Source: an optimization exercise on an open RTL-to-GDS flow (aim: a short achievable clock period and few clock cycles). Production flows keep margins and buffers that such runs may drop. In this exercise RTL edits were held to simulation tests only and were not proved equivalent to the original. Power is estimated from default activity; no workload was simulated.

--- flow/run.sh ---
#!/bin/bash
# synth_recipe.tcl (not shown) runs the flow's synth.tcl, then flattens the netlist and writes it again
# the make line also repeats each setting of config.mk as NAME=value (left out here)
make -C /OpenROAD-flow-scripts/flow DESIGN_CONFIG=/design/flow/config.mk WORK_HOME=/design/flow/orfs CLKGATE_MAP_FILE= SYNTH_SCRIPT=/design/flow/synth_recipe.tcl finish
--- flow/config.mk ---
export PLATFORM = sky130hd
export DESIGN_NAME = ad57xx_ctrl
export DESIGN_NICKNAME = ad57xx_ctrl
export VERILOG_FILES = /design/flow/design.v
export SDC_FILE = /design/flow/constraint.sdc
export NUM_CORES = 4
export LEC_CHECK = 0
export CAP_MARGIN = 20
export CORE_MARGIN = 2
export CORE_UTILIZATION = 40
export PLACE_DENSITY = 0.6
export SLEW_MARGIN = 20
--- flow/constraint.sdc ---
create_clock -name core_clock -period 6.0 [get_ports {clk}]
set_input_delay 1.2000 -clock core_clock [delete_from_list [all_inputs] [get_ports {clk}]]
set_output_delay 1.2000 -clock core_clock [all_outputs]
set_load 0.01 [all_outputs]
--- flow/design.v ---
module ad57xx_ctrl (
    input  wire        clk,
    input  wire        rst,            
    input  wire        cfg_dual,       
    input  wire        cfg_readback,   
    input  wire        req_valid,
    output wire        req_ready,
    input  wire [3:0]  req_op,
    input  wire [1:0]  req_kind,
    input  wire [2:0]  req_sel,
    input  wire [2:0]  req_tag,
    input  wire [15:0] req_val,
    input  wire [2:0]  req_ch,
    input  wire        req_on,
    input  wire [15:0] req_value,
    input  wire [3:0]  req_cfg,
    input  wire [2:0]  req_range,
    input  wire [15:0] req_raw,
    output reg         rsp_valid,
    output reg  [1:0]  rsp_result,
    output reg  [2:0]  rsp_tag,
    output reg  [23:0] rsp_data,
    output reg  [7:0]  rsp_terr,
    output wire        tx_valid,
    output wire        tx_xfer,
    output wire [23:0] tx_frame,
    input  wire        tx_done,
    input  wire        tx_err,
    input  wire [7:0]  tx_ecode,
    input  wire [23:0] tx_rx
);
    localparam [3:0] OP_ENCODE    = 4'h0;
    localparam [3:0] OP_WRITE     = 4'h1;
    localparam [3:0] OP_READ      = 4'h2;
    localparam [3:0] OP_SET_POWER = 4'h3;
    localparam [3:0] OP_SET_DAC   = 4'h4;
    localparam [3:0] OP_SET_CFG   = 4'h5;
    localparam [3:0] OP_GET_CFG   = 4'h6;
    localparam [3:0] OP_SET_RANGE = 4'h7;
    localparam [3:0] OP_CLEAR     = 4'h8;
    localparam [3:0] OP_LOAD      = 4'h9;
    localparam [3:0] OP_DESTROY   = 4'hA;
    localparam [3:0] OP_DECODE    = 4'hB;
    localparam [2:0] TAG_NONE  = 3'd0;
    localparam [2:0] TAG_DAC   = 3'd1;
    localparam [2:0] TAG_RANGE = 3'd2;
    localparam [2:0] TAG_PWR   = 3'd3;
    localparam [2:0] TAG_CTL   = 3'd4;
    localparam [1:0] K_DAC   = 2'd0;
    localparam [1:0] K_RANGE = 2'd1;
    localparam [1:0] K_PWR   = 2'd2;
    localparam [1:0] K_CTL   = 2'd3;
    localparam [2:0] FN_NOP     = 3'b000;
    localparam [2:0] FN_CONFIG  = 3'b001;
    localparam [2:0] FN_CLEAR   = 3'b100;
    localparam [2:0] FN_LOAD    = 3'b101;
    localparam [2:0] POWER_ADDR = 3'b000;
    localparam [1:0] R_OK    = 2'd0;
    localparam [1:0] R_INVAL = 2'd1;
    localparam [1:0] R_RDERR = 2'd2;
    localparam [1:0] R_TXERR = 2'd3;
    localparam [1:0] S_IDLE = 2'd0;
    localparam [1:0] S_EXEC = 2'd1;
    localparam [1:0] S_TX   = 2'd2;
    localparam [1:0] S_FIN  = 2'd3;
    localparam [1:0] ST_RDREQ = 2'd0;
    localparam [1:0] ST_XCHG  = 2'd1;
    localparam [1:0] ST_WRITE = 2'd2;
    localparam [23:0] XCHG_FRAME = 24'h180000;
    reg [1:0]  state;
    reg [1:0]  step;
    reg        released;
    reg [3:0]  cfg_shadow;
    reg [15:0] pwr_shadow;
    reg [15:0] rx_word;
    reg [3:0]  op_q;
    reg [1:0]  kind_q;
    reg [2:0]  sel_q;
    reg [2:0]  tag_q;
    reg [15:0] val_q;
    reg [2:0]  ch_q;
    reg        on_q;
    reg [15:0] value_q;
    reg [3:0]  cfg_q;
    reg [2:0]  range_q;
    reg [15:0] raw_q;
    assign req_ready = (state == S_IDLE);
    wire accept = req_valid && req_ready;
    wire refuse = released || (req_op >= 4'hC);
    function legal_ch;
        input       dual;
        input [2:0] a;
        begin
            if (dual)
                legal_ch = (a == 3'd0) || (a == 3'd2) || (a == 3'd4);
            else
                legal_ch = (a <= 3'd4);
        end
    endfunction
    function [15:0] pumask;
        input       dual;
        input [2:0] a;
        begin
            if (a == 3'd4)
                pumask = dual ? 16'h0005 : 16'h000F;
            else
                pumask = 16'h0001 << a;
        end
    endfunction
    function fn_ok;
        input [2:0] f;
        begin
            fn_ok = (f == FN_NOP) || (f == FN_CONFIG) ||
                    (f == FN_CLEAR) || (f == FN_LOAD);
        end
    endfunction
    function cmd_ok;
        input       dual;
        input [1:0] kind;
        input [2:0] sel;
        begin
            case (kind)
                K_DAC, K_RANGE: cmd_ok = legal_ch(dual, sel);
                K_PWR:          cmd_ok = 1'b1;
                default:        cmd_ok = fn_ok(sel);
            endcase
        end
    endfunction
    function [2:0] cmd_addr;
        input [1:0] kind;
        input [2:0] sel;
        begin
            cmd_addr = (kind == K_PWR) ? POWER_ADDR : sel;
        end
    endfunction
    reg [1:0]  e_kind;
    reg [2:0]  e_sel;
    reg [2:0]  e_tag;
    reg [15:0] e_val;
    wire [15:0] pwr_base = cfg_readback ? rx_word : pwr_shadow;
    wire [15:0] pwr_new  = on_q ? (pwr_base | pumask(cfg_dual, ch_q))
                                : (pwr_base & ~pumask(cfg_dual, ch_q));
    always @* begin
        e_kind = kind_q;
        e_sel  = sel_q;
        e_tag  = tag_q;
        e_val  = val_q;
        case (op_q)
            OP_SET_POWER: begin
                e_kind = K_PWR;   e_sel = POWER_ADDR; e_tag = TAG_PWR;  e_val = pwr_new;
            end
            OP_SET_DAC: begin
                e_kind = K_DAC;   e_sel = ch_q;       e_tag = TAG_DAC;  e_val = value_q;
            end
            OP_SET_CFG: begin
                e_kind = K_CTL;   e_sel = FN_CONFIG;  e_tag = TAG_CTL;  e_val = {12'd0, cfg_q};
            end
            OP_GET_CFG: begin
                e_kind = K_CTL;   e_sel = FN_CONFIG;  e_tag = TAG_CTL;  e_val = 16'd0;
            end
            OP_SET_RANGE: begin
                e_kind = K_RANGE; e_sel = ch_q;       e_tag = TAG_RANGE; e_val = {13'd0, range_q};
            end
            OP_CLEAR: begin
                e_kind = K_CTL;   e_sel = FN_CLEAR;   e_tag = TAG_NONE; e_val = 16'd0;
            end
            OP_LOAD: begin
                e_kind = K_CTL;   e_sel = FN_LOAD;    e_tag = TAG_NONE; e_val = 16'd0;
            end
            default: ;
        endcase
    end
    reg        enc_ok;
    reg [15:0] enc_payload;
    always @* begin
        enc_ok      = 1'b0;
        enc_payload = 16'd0;
        case (e_kind)
            K_DAC: begin
                enc_ok      = legal_ch(cfg_dual, e_sel) && (e_tag == TAG_DAC);
                enc_payload = e_val;
            end
            K_RANGE: begin
                enc_ok      = legal_ch(cfg_dual, e_sel) && (e_tag == TAG_RANGE) &&
                              (e_val[15:3] == 13'd0) && (e_val[2:0] <= 3'd5);
                enc_payload = {13'd0, e_val[2:0]};
            end
            K_PWR: begin
                enc_ok      = (e_tag == TAG_PWR);
                enc_payload = e_val;
            end
            default: begin
                if (e_sel == FN_CONFIG) begin
                    enc_ok      = (e_tag == TAG_CTL) && (e_val[15:4] == 12'd0);
                    enc_payload = {12'd0, e_val[3:0]};
                end else begin
                    enc_ok      = fn_ok(e_sel) && (e_tag == TAG_NONE);
                    enc_payload = 16'd0;
                end
            end
        endcase
    end
    wire [23:0] wr_frame = {1'b0, 1'b0, 1'b0, e_kind, cmd_addr(e_kind, e_sel), enc_payload};
    wire [23:0] rd_frame = {1'b1, 1'b0, 1'b0, e_kind, cmd_addr(e_kind, e_sel), 16'd0};
    reg        dec_rderr;
    reg [2:0]  dec_tag;
    reg [15:0] dec_val;
    reg [15:0] dec_raw;
    always @* begin
        dec_raw   = (op_q == OP_DECODE) ? raw_q : rx_word;
        dec_rderr = 1'b0;
        dec_tag   = TAG_NONE;
        dec_val   = 16'd0;
        case (e_kind)
            K_DAC: begin
                dec_tag = TAG_DAC;
                dec_val = dec_raw;
            end
            K_RANGE: begin
                dec_tag = TAG_RANGE;
                dec_val = (dec_raw[2:0] <= 3'd5) ? {13'd0, dec_raw[2:0]} : 16'hFFFF;
            end
            K_PWR: begin
                dec_tag = TAG_PWR;
                dec_val = dec_raw;
            end
            default: begin
                if (e_sel == FN_CONFIG) begin
                    dec_tag = TAG_CTL;
                    dec_val = {12'd0, dec_raw[3:0]};
                end else begin
                    dec_rderr = 1'b1;
                end
            end
        endcase
    end
    wire is_read_seq = (op_q == OP_READ) ||
                       ((op_q == OP_GET_CFG)   && cfg_readback) ||
                       ((op_q == OP_SET_POWER) && cfg_readback);
    reg invalid;
    always @* begin
        case (op_q)
            OP_READ, OP_DECODE: invalid = !cmd_ok(cfg_dual, kind_q, sel_q);
            OP_SET_POWER:       invalid = !legal_ch(cfg_dual, ch_q);
            OP_GET_CFG,
            OP_DESTROY:         invalid = 1'b0;
            default:            invalid = !enc_ok;
        endcase
    end
    assign tx_valid = (state == S_TX);
    assign tx_xfer  = (step == ST_XCHG);
    assign tx_frame = (step == ST_RDREQ) ? rd_frame :
                      (step == ST_XCHG)  ? XCHG_FRAME : wr_frame;
    always @(posedge clk) begin
        if (rst) begin
            state      <= S_IDLE;
            step       <= ST_RDREQ;
            released   <= 1'b0;
            cfg_shadow <= 4'b0100;
            pwr_shadow <= 16'h0000;
            rsp_valid  <= 1'b0;
        end else begin
            rsp_valid <= 1'b0;
            case (state)
                S_IDLE: begin
                    if (accept) begin
                        op_q    <= req_op;
                        kind_q  <= req_kind;
                        sel_q   <= req_sel;
                        tag_q   <= req_tag;
                        val_q   <= req_val;
                        ch_q    <= req_ch;
                        on_q    <= req_on;
                        value_q <= req_value;
                        cfg_q   <= req_cfg;
                        range_q <= req_range;
                        raw_q   <= req_raw;
                        if (!refuse)
                            state <= S_EXEC;
                    end
                end
                S_EXEC: begin
                    rsp_result <= R_OK;
                    rsp_tag    <= TAG_NONE;
                    rsp_data   <= 24'd0;
                    rsp_terr   <= 8'd0;
                    if (invalid) begin
                        rsp_valid  <= 1'b1;
                        rsp_result <= R_INVAL;
                        state      <= S_IDLE;
                    end else begin
                        case (op_q)
                            OP_ENCODE: begin
                                rsp_valid <= 1'b1;
                                rsp_data  <= wr_frame;
                                state     <= S_IDLE;
                            end
                            OP_DECODE: begin
                                rsp_valid <= 1'b1;
                                if (dec_rderr) begin
                                    rsp_result <= R_RDERR;
                                end else begin
                                    rsp_tag  <= dec_tag;
                                    rsp_data <= {8'd0, dec_val};
                                end
                                state <= S_IDLE;
                            end
                            OP_DESTROY: begin
                                rsp_valid <= 1'b1;
                                released  <= 1'b1;
                                state     <= S_IDLE;
                            end
                            OP_GET_CFG: begin
                                if (cfg_readback) begin
                                    step  <= ST_RDREQ;
                                    state <= S_TX;
                                end else begin
                                    rsp_valid <= 1'b1;
                                    rsp_tag   <= TAG_CTL;
                                    rsp_data  <= {20'd0, cfg_shadow};
                                    state     <= S_IDLE;
                                end
                            end
                            default: begin
                                step  <= is_read_seq ? ST_RDREQ : ST_WRITE;
                                state <= S_TX;
                            end
                        endcase
                    end
                end
                S_TX: begin
                    if (tx_done) begin
                        if (tx_err) begin
                            rsp_valid  <= 1'b1;
                            rsp_result <= R_TXERR;
                            rsp_terr   <= tx_ecode;
                            state      <= S_IDLE;
                        end else begin
                            case (step)
                                ST_RDREQ: step <= ST_XCHG;
                                ST_XCHG: begin
                                    rx_word <= tx_rx[15:0];
                                    if (op_q == OP_SET_POWER)
                                        step <= ST_WRITE;
                                    else
                                        state <= S_FIN;
                                end
                                default: begin
                                    if (e_kind == K_CTL && e_sel == FN_CONFIG)
                                        cfg_shadow <= e_val[3:0];
                                    if (e_kind == K_PWR)
                                        pwr_shadow <= e_val;
                                    rsp_valid <= 1'b1;
                                    state     <= S_IDLE;
                                end
                            endcase
                        end
                    end
                end
                default: begin   
                    rsp_valid <= 1'b1;
                    if (dec_rderr) begin
                        rsp_result <= R_RDERR;
                    end else begin
                        rsp_tag  <= dec_tag;
                        rsp_data <= {8'd0, dec_val};
                        if (op_q == OP_GET_CFG)
                            cfg_shadow <= dec_val[3:0];
                    end
                    state <= S_IDLE;
                end
            endcase
        end
    end
endmodule
==> results.txt <==
-- cell usage after synthesis, types with 4 or more instances --
library cell / n
edfxtp_1: 121
nor2_1: 64
nand2_1: 47
mux2i_1: 43
a21oi_1: 37
o21ai_0: 37
dfxtp_1: 26
clkbuf_1: 23
nor3_1: 20
inv_1: 18
o2bb2ai_1: 16
a22oi_1: 15
and2_1: 12
buf_2: 12
nand2b_1: 12
o211ai_1: 11
o22ai_1: 10
buf_1: 9
ha_1: 9
mux2_2: 9
nor2b_1: 9
nand3_1: 8
and3_1: 7
buf_4: 6
nand3b_1: 6
nand4_1: 5
a211oi_1: 4
a31oi_1: 4
nand4bb_1: 4
nor3b_1: 4
nor4_1: 4
-- where the power goes --
part           switching [mW]  internal (mW)  total (mW)
combinational           0.251          0.207       0.459
sequential             0.0383           1.17        1.21
clock                   0.453          0.622        1.08
-- final timing paths --
kind / startpoint / endpoint / slack, ps / depth (start not counted)
setup / recovery: op_q[1]$_DFFE_PP_ / tx_frame[6] / 660 / 9
hold / removal: released$_SDFFE_PP0P_ / released$_SDFFE_PP0P_ / 480 / 2
hold reg to reg: released$_SDFFE_PP0P_ / released$_SDFFE_PP0P_ / 480 / 2
setup reg to reg: op_q[2]$_DFFE_PP_ / rsp_data[3]$_DFFE_PP_ / 1570 / 10
-- sequential cells by signal, indices dropped and copies added (netlist names), 4 cells and up --
name	cells
cfg_q	4
cfg_shadow	4
op_q	4
pwr_shadow	16
raw_q	16
rsp_data	21
rsp_terr	8
rx_word	16
val_q	16
value_q	16
-- worst reg2reg max path, delay by kind of cell (launching register included) --
kind	cells	cell delay, ps
buf+inv	3	980
flops	1	680
simple gates	2	620
compound gates	5	1870
-- layout make-up --
type,instances,area [um^2],area share (%)
flip-flops and latches,147,4154,41.22
multi-input cells,478,3231,32.05
repair buffers,178,1739,17.26
clock buffers,20,436.7,4.333
well taps,234,292.8,2.905
clock inverters,12,146.4,1.453
inverters,21,78.83,0.7821
-- routing by layer --
metal / wire [um] / up-vias / global-route usage [%]
met5: 0 / - / 0
met4: 400 / 0 / 7.348
met3: 1326 / 34 / 3.970
met2: 10390 / 248 / 34.11
met1: 10430 / 3092 / 31.96
li1: - / 2920 / -
-- per-stage QoR --
step / worst slack [ps] / cell area (um^2)
floorplan: 564.5 / 7696
global placement: 925.6 / 9495
detailed placement: 917.9 / 9495
CTS: 670.1 / 10080
global route: 338.8 / 10080
finish: 662.5 / 10080
-- cell families after synthesis --
group	Yosys count	synth area share [%]
flops	147	54.09
other cells	1	0.04883
fa+ha+maj	10	1.613
simple gates	224	15.59
buf+inv	73	4.252
compound gates	184	17.11
mux	53	7.071
xor+xnor	2	0.2281
==> impl_results.md <==
* Run status: complete, no violations
* Post-DP HPWL at 16490 um
* Ant diodes at 0
* Worst min path class: register to register
* Synth top area cells: edfxtp_1 47%, dfxtp_1 6.8%, mux2i_1 5.6%
* First-pass GRT wire length at 34100 um
* Final core occ at a little over half
* Layout fillers at between 1500 and 2000
* Top Ports at roughly 180
* Most Frequent Cell on Critical Path: nor2_1
* Slew Limit Fails at 0
* Vias in the first global route at roughly 6000
* Crit path kind: register to primary output
* Htree depth at 4
* Final setup viols at 0
* 1st-iter DRT viols at around 500
* Detail Route Antenna Nets at 0
* CP Cell Sequence: clkinv_1 -> o22ai_1 -> o21a_1 -> ha_1 -> nor2_1 -> nor2_1 -> nand2_1 -> nor2b_1 -> clkdlybuf4s50_1
* Avg WL per Cell at slightly above 20 um
* DRC viols at 0
* Hold Violations, Final at 0
* Worst EP required at 4800 ps
* Clock Skew at 12.09 ps
* Syn_area_per_cell at between 10 and 15 um^2
* Worst slew pin tran at 957.6 ps
* Crit share post-route at between 80% and 90%
* Clk pin slew, worst setup/hold paths at ~70 ps
* Cts bufs inserted at 17
* Post-CTS Hold Buffers at 0
* Maximum number of pins on one net before global-route repair at 72
* Layout Cells excl Fill at 1090
* Grt ovf at 0
* Initial Util at 40.92%
* Via count at ~6300
* Setup TNS at 0 ps
* Final min period at 5337 ps
* Pleak at around 3.5 nW
* IO Port Bufs at approximately 160
* CTS Sinks at around 150
* Register area share after synthesis at a little over half
* Max cap viols at 0
* RSZ-0062 raised after global routing: no
* Maximum VDD drop at 0.2027 mV
* Tot Pwr at approximately 2.7 mW
* NumNets Final at a little under 1000
* Top Family by Delay on Critical Path: buffers and inverters
* Primary FF master, synth: edfxtp_1
* CP max stage delay at around 740 ps
* Bufs on Longest Clock Path at 2
* Synth area leader: edfxtp_1
* CP Max Fanout at 16
* PostCTS Resize Cnt at 0
* Slowest CP cell: edfxtp_1
* Core ar. at 18770 um^2
* Vias/cell at 5.774
* Die H at ~140 um
* Fmax at approximately 0.19 GHz
* Ys Warns at 1
* 1st-pass router iterations at 6
* Clk Latency, worst-skew pair at between 400 and 500 ps
* Synth top area share at between 40% and 50%
* Post-CTS Setup Repair Bufs at 0
* Number of synthesized register bits at approximately 150
* Critical Path End Type: primary output
* Antenna violations before repair at 0
* Power Dens Cells at 272.0 nW/um^2
* Area grow syn2layout at 31.23%
* Async SR Flop Fraction at 0%
* Cell Area, Synth at 7680 um^2
* Critical path startpoint category: register
* Post-synth EDFFs at 121
* Cell row count at 50
* Critical path buffer and inverter count at 2
* Final WL at between 20000 and 25000 um
* CTS root buffer: clkbuf_16
* DP Cell Count at 1058
* Slew margin rel. at 36.16%
* CTS tree: done
* Number of distinct library cells after synthesis at between 80 and 90
* Global Route Usage Sum at approximately 22%
* CP arrival at between 4000 and 5000 ps
* Die W at ~140 um
* DIE AREA at between 20000 and 25000 um^2
* RePlAce Congestion at about 0.9
* Most frequent cells in the layout: 161 x clkdlybuf4s50_1, 121 x edfxtp_1, 63 x nor2_1
* Most common cell after layout, fill and taps aside: clkdlybuf4s50_1
* Layout cell share with drive strength beyond 1 at 9.463%
* WHS at ~480 ps
* Cells after Synth at 694
Testbench counts, summed over its fixed seeds: cycles 81,139.

==> afterwards: timing with drivers on the ports <==
The results above use ideal ports. As a check the final layout listed here was re-extracted and re-timed, cells and wires unchanged.
Step 1 (the two cells are an assumption about what drives the block):
set clk [get_ports {clk}]
set_driving_cell -lib_cell sky130_fd_sc_hd__clkbuf_16 $clk
set_driving_cell -lib_cell sky130_fd_sc_hd__buf_2 [delete_from_list [all_inputs] $clk]
Step 2 moves the port delays by t, midway between the first and last clock arrival at a register: inputs arrive t later, outputs are due t later. That takes back most of the time a late clock gives input paths.
Slacks: ideal / step 1 / step 2; pairs: ideal / step 1.
shift t [ns]: 0.472
setup WS [ns]: 0.663 / 0.617 / 0.878
cell pins on the clock port's net: 1
After both steps setup and hold are still met in this run. The setup slack of this run moves by -0.046 ns with the drivers and by +0.215 ns with both steps.
